From an optimization exercise on the open Yosys and OpenROAD flow, aimed at small area; shortcuts taken in it are not production practice. Function was checked by simulation only, so behaviour that the tests miss may differ from the original. Power is estimated from default activity; no workload was simulated.

==> inputs of v39 <==
## owc
module owc (
    input  wire       clk,
    input  wire       rst,
    input  wire       host_we,
    input  wire [5:0] host_addr,
    input  wire [7:0] host_wdata,
    output reg  [7:0] host_rdata,
    input  wire       ms_tick,
    output wire       t_req,
    output reg  [2:0] t_op,
    output reg  [7:0] t_arg,
    input  wire       t_done,
    input  wire       t_busy,
    input  wire [7:0] t_rdata
);
    localparam [2:0] TOP_RESET  = 3'd0,
                     TOP_WBYTE  = 3'd1,
                     TOP_RBYTE  = 3'd2,
                     TOP_RBIT   = 3'd4,
                     TOP_TRIP   = 3'd5,
                     TOP_CONFIG = 3'd6;
    localparam [3:0] E_OK = 4'd0, E_TIMEOUT = 4'd1, E_NODEV = 4'd2, E_SHORT = 4'd3,
                     E_CRC = 4'd4, E_SEARCH = 4'd5, E_CONFIG = 4'd7, E_ILLEGAL = 4'd8;
    localparam [4:0] S_IDLE  = 5'd0,
                     S_RAW   = 5'd1,    
                     S_RST   = 5'd2,    
                     S_M55   = 5'd3,    
                     S_ROM   = 5'd4,    
                     S_SKIP  = 5'd5,    
                     S_CFG   = 5'd6,    
                     S_FUNC  = 5'd7,    
                     S_WDATA = 5'd8,    
                     S_RDATA = 5'd9,    
                     S_POLL  = 5'd10,   
                     S_PWR   = 5'd11,   
                     S_SF0   = 5'd12,   
                     S_TRIP  = 5'd13,   
                     S_RSH   = 5'd16,   
                     S_DELAY = 5'd17,   
                     S_SROT  = 5'd18,   
                     S_SCHK  = 5'd19,   
                     S_TF    = 5'd20,   
                     S_SCLR  = 5'd21;   
  ...
export LEC_CHECK = 0
export CAP_MARGIN = 20
export CORE_MARGIN = 2
export CORE_UTILIZATION = 60
export SLEW_MARGIN = 20
create_clock -name core_clock -period 12.0 [get_ports {clk}]
standard.sh (not shown) runs the stock make flow with config.mk's settings and CLKGATE_MAP_FILE= SYNTH_SCRIPT=/design/flow/synth_recipe.tcl, a recipe that flattens the netlist after the stock synthesis.
==> flow/flow/run.sh <==
#!/bin/bash
# Layout flow: the standard flow (standard.sh), with two changes:
#  - the combinational logic is mapped by ABC with an area-oriented script
#    (flow/area.abc). The synthesis is otherwise ORFS's own with the standard flow's
#    settings (flow/alt_synth.tcl = synth_recipe.tcl plus the abc script swap),
#    so the registers are the standard synthesis's; if their names or cell
#    types differ in any way, the standard netlist is used instead;
#  - clock tree synthesis uses clkbuf_8 buffers in small clusters and no
#    dummy loads; the port buffers are buf_1.
# Each tool's output goes to a log file of its own in this folder.
set -uo pipefail
HERE=$PWD
R=$HERE/orfs/results/$FLOW_PLATFORM/owc/base
A=$HERE/orfs_alt/results/$FLOW_PLATFORM/owc/base

export CTS_ARGS="-sink_clustering_enable -repair_clock_nets -dont_use_dummy_load -buf_list sky130_fd_sc_hd__clkbuf_8 -sink_clustering_size 12 -sink_clustering_max_diameter 80"
export BUFFER_PORTS_ARGS="-buffer_cell sky130_fd_sc_hd__buf_1"

# 1. standard synthesis
bash standard.sh synth > $HERE/1_std_synth.log 2>&1 || exit 1

# 2. the same synthesis with the area-oriented ABC script, in its own work folder
MK=$(grep '^make ' standard.sh | sed -e 's/ "\${@:-finish}"$//' \
     -e "s#WORK_HOME=[^ ]*#WORK_HOME=$HERE/orfs_alt#" \
     -e "s#SYNTH_SCRIPT=[^ ]*#SYNTH_SCRIPT=$HERE/flow/alt_synth.tcl#")
export MY_ABC_SCRIPT=$HERE/flow/area.abc
if eval "$MK $A/1_2_yosys.v" > $HERE/2_alt_synth.log 2>&1 && \
   python3 $HERE/flow/cmp_ff.py $R/1_2_yosys.v $A/1_2_yosys.v > $HERE/3_cmp_ff.log 2>&1; then
    cp $A/1_2_yosys.v $R/1_2_yosys.v
    rm -f $R/1_synth.odb $R/1_synth.sdc
    echo "using the area-mapped netlist" >> $HERE/3_cmp_ff.log
else
    echo "using the standard netlist" >> $HERE/3_cmp_ff.log
fi

# 3. the rest of the standard flow
bash standard.sh > $HERE/4_std_finish.log 2>&1
Other scripts of this flow, unchanged in this note and not shown: flow/flow/alt_synth.tcl, flow/flow/area.abc, flow/flow/cmp_ff.py
==> v26: changes against v39 <==
--- a/flow/design.v
+++ b/flow/design.v
@@ -44,17 +44,18 @@
     reg  [7:0] cmd;
     reg        st_rvalid, st_sdone, st_spu, st_pwr;
     reg  [3:0] err;
     reg  [5:0] flags;
     reg  [7:0] data;
     reg  [7:0] family;
     reg  [7:0] crc;
     reg  [2:0] channel;
-    reg [63:0] trom;
+    reg  [7:0] trom0, trom1, trom2, trom3, trom4, trom5, trom6, trom7;
+    wire [63:0] trom = {trom7, trom6, trom5, trom4, trom3, trom2, trom1, trom0};
     reg [63:0] srom;        
     reg  [6:0] lastdisc;
     reg  [7:0] alarm_h, alarm_l, config_b;
     reg [63:0] sp;          
     reg  [7:0] sp8;         
     reg [16:0] tf;          
     reg [63:0] spbuf;       
     reg  [7:0] wcrc;        
@@ -244,18 +245,24 @@
                 state <= S_FUNC;
         end
     endtask
     wire hwe = host_we && !busy && !rst;
     always @(posedge clk) begin
         if (hwe) begin
             case (host_addr)
                 6'h05: family   <= host_wdata;
-                6'h08, 6'h09, 6'h0A, 6'h0B, 6'h0C, 6'h0D, 6'h0E, 6'h0F:
-                       trom[{host_addr[2:0], 3'b000} +: 8] <= host_wdata;
+                6'h08: trom0 <= host_wdata;
+                6'h09: trom1 <= host_wdata;
+                6'h0A: trom2 <= host_wdata;
+                6'h0B: trom3 <= host_wdata;
+                6'h0C: trom4 <= host_wdata;
+                6'h0D: trom5 <= host_wdata;
+                6'h0E: trom6 <= host_wdata;
+                6'h0F: trom7 <= host_wdata;
                 6'h19: alarm_h  <= host_wdata;
                 6'h1A: alarm_l  <= host_wdata;
                 6'h1B: config_b <= host_wdata;
                 default: ;
             endcase
         end
     end
     always @(posedge clk) begin
--- a/flow/flow/run.sh
+++ b/flow/flow/run.sh
@@ -1,24 +1,24 @@
 #!/bin/bash
 # Layout flow: the standard flow (standard.sh), with two changes:
 #  - the combinational logic is mapped by ABC with an area-oriented script
 #    (flow/area.abc). The synthesis is otherwise ORFS's own with the standard flow's
 #    settings (flow/alt_synth.tcl = synth_recipe.tcl plus the abc script swap),
 #    so the registers are the standard synthesis's; if their names or cell
 #    types differ in any way, the standard netlist is used instead;
-#  - clock tree synthesis uses clkbuf_8 buffers in small clusters and no
+#  - clock tree synthesis uses clkbuf_4 buffers in small clusters and no
 #    dummy loads; the port buffers are buf_1.
 # Each tool's output goes to a log file of its own in this folder.
 set -uo pipefail
 HERE=$PWD
 R=$HERE/orfs/results/$FLOW_PLATFORM/owc/base
 A=$HERE/orfs_alt/results/$FLOW_PLATFORM/owc/base
 
-export CTS_ARGS="-sink_clustering_enable -repair_clock_nets -dont_use_dummy_load -buf_list sky130_fd_sc_hd__clkbuf_8 -sink_clustering_size 12 -sink_clustering_max_diameter 80"
+export CTS_ARGS="-sink_clustering_enable -repair_clock_nets -dont_use_dummy_load -buf_list sky130_fd_sc_hd__clkbuf_4 -sink_clustering_size 8 -sink_clustering_max_diameter 50"
 export BUFFER_PORTS_ARGS="-buffer_cell sky130_fd_sc_hd__buf_1"
 
 # 1. standard synthesis
 bash standard.sh synth > $HERE/1_std_synth.log 2>&1 || exit 1
 
 # 2. the same synthesis with the area-oriented ABC script, in its own work folder
 MK=$(grep '^make ' standard.sh | sed -e 's/ "\${@:-finish}"$//' \
      -e "s#WORK_HOME=[^ ]*#WORK_HOME=$HERE/orfs_alt#" \
==> v35: changes against v39 <==
--- a/flow/design.v
+++ b/flow/design.v
@@ -74,59 +74,46 @@
     wire c_search = cmd[3];
     wire c_ds     = cmd[4];                        
     wire c_conv   = c_ds & (cmd[1:0] == 2'd0);
     wire c_rsp    = c_ds & (cmd[1:0] == 2'd1);
     wire c_wsp    = c_ds & (cmd[1:0] == 2'd2);
     wire c_pm     = c_ds & (cmd[1:0] == 2'd3);
     wire c_romcmd = ~c_ds;                         
     wire c_skip   = ~c_ds & cmd[0];                
-    reg  [5:0] rd_addr;
-    reg  [7:0] rd_data;
     always @(*) begin
-        if (!busy) rd_addr = host_addr;
-        else case (state)
-            S_ROM:   rd_addr = {3'b001, cnt[2:0]};                   
-            S_WDATA: rd_addr = {4'b0110, cnt[1:0]};                  
-            default: rd_addr = {4'b0001, {2{cmd[2] & cmd[1]}}};      
-        endcase
-    end
-    always @(*) begin
-        host_rdata = {rd_data[7:1], rd_data[0] | (busy && host_addr == 6'h01)};
-    end
-    always @(*) begin
-        rd_data = 8'h00;
-        case (rd_addr)
-            6'h00: rd_data = cmd;
-            6'h01: rd_data = {2'b00, st_pwr, (crc == 8'h00), st_spu, st_sdone, st_rvalid, busy};
-            6'h02: rd_data = {4'h0, err};
-            6'h03: rd_data = {2'b00, flags};
-            6'h04: rd_data = data;
-            6'h05: rd_data = family;
-            6'h06: rd_data = crc;
-            6'h07: rd_data = {5'b00000, channel};
+        host_rdata = 8'h00;
+        case (host_addr)
+            6'h00: host_rdata = cmd;
+            6'h01: host_rdata = {2'b00, st_pwr, (crc == 8'h00), st_spu, st_sdone, st_rvalid, busy};
+            6'h02: host_rdata = {4'h0, err};
+            6'h03: host_rdata = {2'b00, flags};
+            6'h04: host_rdata = data;
+            6'h05: host_rdata = family;
+            6'h06: host_rdata = crc;
+            6'h07: host_rdata = {5'b00000, channel};
             6'h08, 6'h09, 6'h0A, 6'h0B, 6'h0C, 6'h0D, 6'h0E, 6'h0F:
-                   rd_data = trom[{rd_addr[2:0], 3'b000} +: 8];
+                   host_rdata = trom[{host_addr[2:0], 3'b000} +: 8];
             6'h10, 6'h11, 6'h12, 6'h13, 6'h14, 6'h15, 6'h16, 6'h17:
-                   rd_data = srom[{rd_addr[2:0], 3'b000} +: 8];
-            6'h18: rd_data = {1'b0, lastdisc};
-            6'h19: rd_data = alarm_h;
-            6'h1A: rd_data = alarm_l;
-            6'h1B: rd_data = config_b;
+                   host_rdata = srom[{host_addr[2:0], 3'b000} +: 8];
+            6'h18: host_rdata = {1'b0, lastdisc};
+            6'h19: host_rdata = alarm_h;
+            6'h1A: host_rdata = alarm_l;
+            6'h1B: host_rdata = config_b;
             6'h20, 6'h21, 6'h22, 6'h23, 6'h24, 6'h25, 6'h26, 6'h27:
-                   rd_data = sp[{rd_addr[2:0], 3'b000} +: 8];
-            6'h28: rd_data = sp8;
-            6'h2C: rd_data = sp[7:0];
-            6'h2D: rd_data = sp[15:8];
-            6'h30: rd_data = tf[7:0];
-            6'h31: rd_data = tf[15:8];
-            6'h32: rd_data = {{7{tf[16]}}, tf[16]};
-            6'h33: rd_data = {8{tf[16]}};
-            6'h34: rd_data = {6'b000000, sp[38:37]};
-            default: rd_data = 8'h00;
+                   host_rdata = sp[{host_addr[2:0], 3'b000} +: 8];
+            6'h28: host_rdata = sp8;
+            6'h2C: host_rdata = sp[7:0];
+            6'h2D: host_rdata = sp[15:8];
+            6'h30: host_rdata = tf[7:0];
+            6'h31: host_rdata = tf[15:8];
+            6'h32: host_rdata = {{7{tf[16]}}, tf[16]};
+            6'h33: host_rdata = {8{tf[16]}};
+            6'h34: host_rdata = {6'b000000, sp[38:37]};
+            default: host_rdata = 8'h00;
         endcase
     end
     wire trip_dir = (cnt[6:0] < lastdisc) ? srom[0] : (cnt[6:0] == lastdisc);
     reg [7:0] func_byte;
     always @(*) begin
         case (cmd[1:0])
             2'd0:    func_byte = 8'h44;                       
             2'd1:    func_byte = 8'hBE;                       
@@ -136,27 +123,27 @@
     end
     assign t_req = busy && (state[4] == 1'b0);
     always @(*) begin
         t_op  = TOP_RESET;
         t_arg = 8'h00;
         case (state)
             S_RAW: begin
                 t_op  = {cmd[2:1], cmd[0] | (cmd[2] & cmd[1])};
-                t_arg = rd_data;
+                t_arg = (cmd[2:0] == 3'd6) ? {5'd0, channel} : data;
             end
             S_RST:   t_op = TOP_RESET;
             S_M55:   begin t_op = TOP_WBYTE; t_arg = 8'h55; end
-            S_ROM:   begin t_op = TOP_WBYTE; t_arg = rd_data; end
+            S_ROM:   begin t_op = TOP_WBYTE; t_arg = trom[{cnt[2:0], 3'b000} +: 8]; end
             S_SKIP:  begin t_op = TOP_WBYTE; t_arg = 8'hCC; end
             S_CFG:   begin t_op = TOP_CONFIG; t_arg = 8'h01; end
             S_FUNC:  begin t_op = TOP_WBYTE; t_arg = func_byte; end
             S_WDATA: begin
                 t_op  = TOP_WBYTE;
-                t_arg = rd_data;
+                t_arg = cnt[1] ? config_b : cnt[0] ? alarm_l : alarm_h;
             end
             S_RDATA: t_op = TOP_RBYTE;
             S_POLL:  t_op = TOP_RBIT;
             S_PWR:   t_op = TOP_RBIT;
             S_SF0:   begin t_op = TOP_WBYTE; t_arg = 8'hF0; end
             S_TRIP:  begin t_op = TOP_TRIP; t_arg = {7'd0, trip_dir}; end
             default: ;
         endcase
@@ -373,32 +360,29 @@
                                     2'd1: cnt <= 10'd836;
                                     2'd2: cnt <= 10'd648;
                                     default: cnt <= 10'd272;
                                 endcase
                                 state <= S_DELAY;
                             end
                         end else if (c_rsp) state <= S_RDATA;
                         else if (c_wsp) begin
-                            if (!pass2) begin
-                                cnt   <= 10'd1;
-                                state <= S_WDATA;
-                            end
+                            if (!pass2) state <= S_WDATA;
                             else if (f_powered) state <= S_POLL;
                             else begin
                                 st_spu <= 1'b1;
                                 cnt    <= 10'd1014;    
                                 state  <= S_DELAY;
                             end
                         end else state <= S_PWR;
                     end
                 end
                 S_WDATA: if (t_done) begin
                     if (t_busy) abort_cmd(E_TIMEOUT);
-                    else if (cnt[1] && cnt[0]) begin
+                    else if (cnt[1]) begin
                         pass2 <= 1'b1;
                         state <= S_RST;
                     end else cnt <= cnt + 10'd1;
                 end
                 S_RDATA: if (t_done) begin
                     if (t_busy) abort_cmd(E_TIMEOUT);
                     else if (cnt[6]) begin
                         if (wcrc != t_rdata) abort_cmd(E_CRC);
--- a/flow/flow/run.sh
+++ b/flow/flow/run.sh
@@ -1,25 +1,23 @@
 #!/bin/bash
 # Layout flow: the standard flow (standard.sh), with two changes:
 #  - the combinational logic is mapped by ABC with an area-oriented script
 #    (flow/area.abc). The synthesis is otherwise ORFS's own with the standard flow's
 #    settings (flow/alt_synth.tcl = synth_recipe.tcl plus the abc script swap),
 #    so the registers are the standard synthesis's; if their names or cell
 #    types differ in any way, the standard netlist is used instead;
-#  - clock tree synthesis uses clkbuf_8 buffers in small clusters and no
-#    dummy loads; the port buffers are buf_1.
+#  - clock tree synthesis uses smaller clock buffers and no dummy loads.
 # Each tool's output goes to a log file of its own in this folder.
 set -uo pipefail
 HERE=$PWD
 R=$HERE/orfs/results/$FLOW_PLATFORM/owc/base
 A=$HERE/orfs_alt/results/$FLOW_PLATFORM/owc/base
 
-export CTS_ARGS="-sink_clustering_enable -repair_clock_nets -dont_use_dummy_load -buf_list sky130_fd_sc_hd__clkbuf_8 -sink_clustering_size 12 -sink_clustering_max_diameter 80"
-export BUFFER_PORTS_ARGS="-buffer_cell sky130_fd_sc_hd__buf_1"
+export CTS_ARGS="-sink_clustering_enable -repair_clock_nets -dont_use_dummy_load -buf_list {sky130_fd_sc_hd__clkbuf_4 sky130_fd_sc_hd__clkbuf_8}"
 
 # 1. standard synthesis
 bash standard.sh synth > $HERE/1_std_synth.log 2>&1 || exit 1
 
 # 2. the same synthesis with the area-oriented ABC script, in its own work folder
 MK=$(grep '^make ' standard.sh | sed -e 's/ "\${@:-finish}"$//' \
      -e "s#WORK_HOME=[^ ]*#WORK_HOME=$HERE/orfs_alt#" \
      -e "s#SYNTH_SCRIPT=[^ ]*#SYNTH_SCRIPT=$HERE/flow/alt_synth.tcl#")
==> v16: changes against v39 <==
--- a/flow/design.v
+++ b/flow/design.v
@@ -44,17 +44,18 @@
     reg  [7:0] cmd;
     reg        st_rvalid, st_sdone, st_spu, st_pwr;
     reg  [3:0] err;
     reg  [5:0] flags;
     reg  [7:0] data;
     reg  [7:0] family;
     reg  [7:0] crc;
     reg  [2:0] channel;
-    reg [63:0] trom;
+    reg  [7:0] trom0, trom1, trom2, trom3, trom4, trom5, trom6, trom7;
+    wire [63:0] trom = {trom7, trom6, trom5, trom4, trom3, trom2, trom1, trom0};
     reg [63:0] srom;        
     reg  [6:0] lastdisc;
     reg  [7:0] alarm_h, alarm_l, config_b;
     reg [63:0] sp;          
     reg  [7:0] sp8;         
     reg [16:0] tf;          
     reg [63:0] spbuf;       
     reg  [7:0] wcrc;        
@@ -244,18 +245,24 @@
                 state <= S_FUNC;
         end
     endtask
     wire hwe = host_we && !busy && !rst;
     always @(posedge clk) begin
         if (hwe) begin
             case (host_addr)
                 6'h05: family   <= host_wdata;
-                6'h08, 6'h09, 6'h0A, 6'h0B, 6'h0C, 6'h0D, 6'h0E, 6'h0F:
-                       trom[{host_addr[2:0], 3'b000} +: 8] <= host_wdata;
+                6'h08: trom0 <= host_wdata;
+                6'h09: trom1 <= host_wdata;
+                6'h0A: trom2 <= host_wdata;
+                6'h0B: trom3 <= host_wdata;
+                6'h0C: trom4 <= host_wdata;
+                6'h0D: trom5 <= host_wdata;
+                6'h0E: trom6 <= host_wdata;
+                6'h0F: trom7 <= host_wdata;
                 6'h19: alarm_h  <= host_wdata;
                 6'h1A: alarm_l  <= host_wdata;
                 6'h1B: config_b <= host_wdata;
                 default: ;
             endcase
         end
     end
     always @(posedge clk) begin
--- a/flow/flow/run.sh
+++ b/flow/flow/run.sh
@@ -1,24 +1,24 @@
 #!/bin/bash
 # Layout flow: the standard flow (standard.sh), with two changes:
 #  - the combinational logic is mapped by ABC with an area-oriented script
 #    (flow/area.abc). The synthesis is otherwise ORFS's own with the standard flow's
 #    settings (flow/alt_synth.tcl = synth_recipe.tcl plus the abc script swap),
 #    so the registers are the standard synthesis's; if their names or cell
 #    types differ in any way, the standard netlist is used instead;
-#  - clock tree synthesis uses clkbuf_8 buffers in small clusters and no
+#  - clock tree synthesis uses clkbuf_4 buffers in small clusters and no
 #    dummy loads; the port buffers are buf_1.
 # Each tool's output goes to a log file of its own in this folder.
 set -uo pipefail
 HERE=$PWD
 R=$HERE/orfs/results/$FLOW_PLATFORM/owc/base
 A=$HERE/orfs_alt/results/$FLOW_PLATFORM/owc/base
 
-export CTS_ARGS="-sink_clustering_enable -repair_clock_nets -dont_use_dummy_load -buf_list sky130_fd_sc_hd__clkbuf_8 -sink_clustering_size 12 -sink_clustering_max_diameter 80"
+export CTS_ARGS="-sink_clustering_enable -repair_clock_nets -dont_use_dummy_load -buf_list sky130_fd_sc_hd__clkbuf_4 -sink_clustering_size 8 -sink_clustering_max_diameter 50"
 export BUFFER_PORTS_ARGS="-buffer_cell sky130_fd_sc_hd__buf_1"
 
 # 1. standard synthesis
 bash standard.sh synth > $HERE/1_std_synth.log 2>&1 || exit 1
 
 # 2. the same synthesis with the area-oriented ABC script, in its own work folder
 MK=$(grep '^make ' standard.sh | sed -e 's/ "\${@:-finish}"$//' \
      -e "s#WORK_HOME=[^ ]*#WORK_HOME=$HERE/orfs_alt#" \
Settings changed: CORE_UTILIZATION 60 to 70, GPL_TIMING_DRIVEN set to 0.
==> run summary <==
item	v39	v26	v16	v35
Result of the run	finished clean	finished clean	finished clean	finished clean
M1 GR Usage	55.6%	54.8%	59.3%	59.6%
Die outline area	31600 um2	30300 um2	26100 um2	32400 um2
Insertion delay to the later sink of the worst-skew pair	0.58 ns	0.75 ns	0.71 ns	0.62 ns
Sum of net half-perimeters after detailed placement	45800 um	42300 um	42000 um	49000 um
Library cell contributing the largest single delay on the critical path	sky130_fd_sc_hd__nand2_1	sky130_fd_sc_hd__nand2_1	sky130_fd_sc_hd__a222oi_1	sky130_fd_sc_hd__clkdlybuf4s50_1
Final worst-path cycle share	74.9%	68.7%	84.4%	85.6%
Total vias in the final route	15272	14149	14663	16291
Fraction of final layout cells sized beyond drive strength 1	5.39%	6.86%	6.67%	7.33%
Lkg Pwr	6.46 nW	6.07 nW	6.06 nW	6.87 nW
Total CTS buffers	38	56	55	66
Met3 GRT Util	7.82%	7.17%	14.0%	16.0%
DR WL met2	29200 um	26900 um	26700 um	28000 um

-- what the ideal ports hide --
The flow's constraints put no driver on any port. The routed layouts listed below were extracted and timed again, unchanged, in two steps.
Step 1: set_driving_cell puts a clkbuf_16 on clk and a buf_2 on each other input, an assumption about the parent block.
Step 2 times the ports against the registers' clock, not the clock port: input delays grow and output delays shrink by t, the midpoint of the rising clock arrivals with the driver on.
Three values: ideal ports, drivers, drivers and shift; two values: the first two.
run	t, ns	slack for setup (ns)	clock arrival spread, ns	worst slew at a driven data input, ns
v39	0.599	3.012 / 2.980 / 2.980	0.074 / 0.073	0.04
v26	0.730	3.757 / 3.723 / 3.723	0.136 / 0.136	0.04
v35	0.644	1.726 / 1.705 / 1.705	0.080 / 0.080	0.04
v16	0.746	1.867 / 1.822 / 2.240	0.031 / 0.031	0.04
After both steps every run listed still meets setup and hold. The setup slack of v26, which loses most, moves by -0.034 ns with the drivers and by -0.034 ns with both steps.
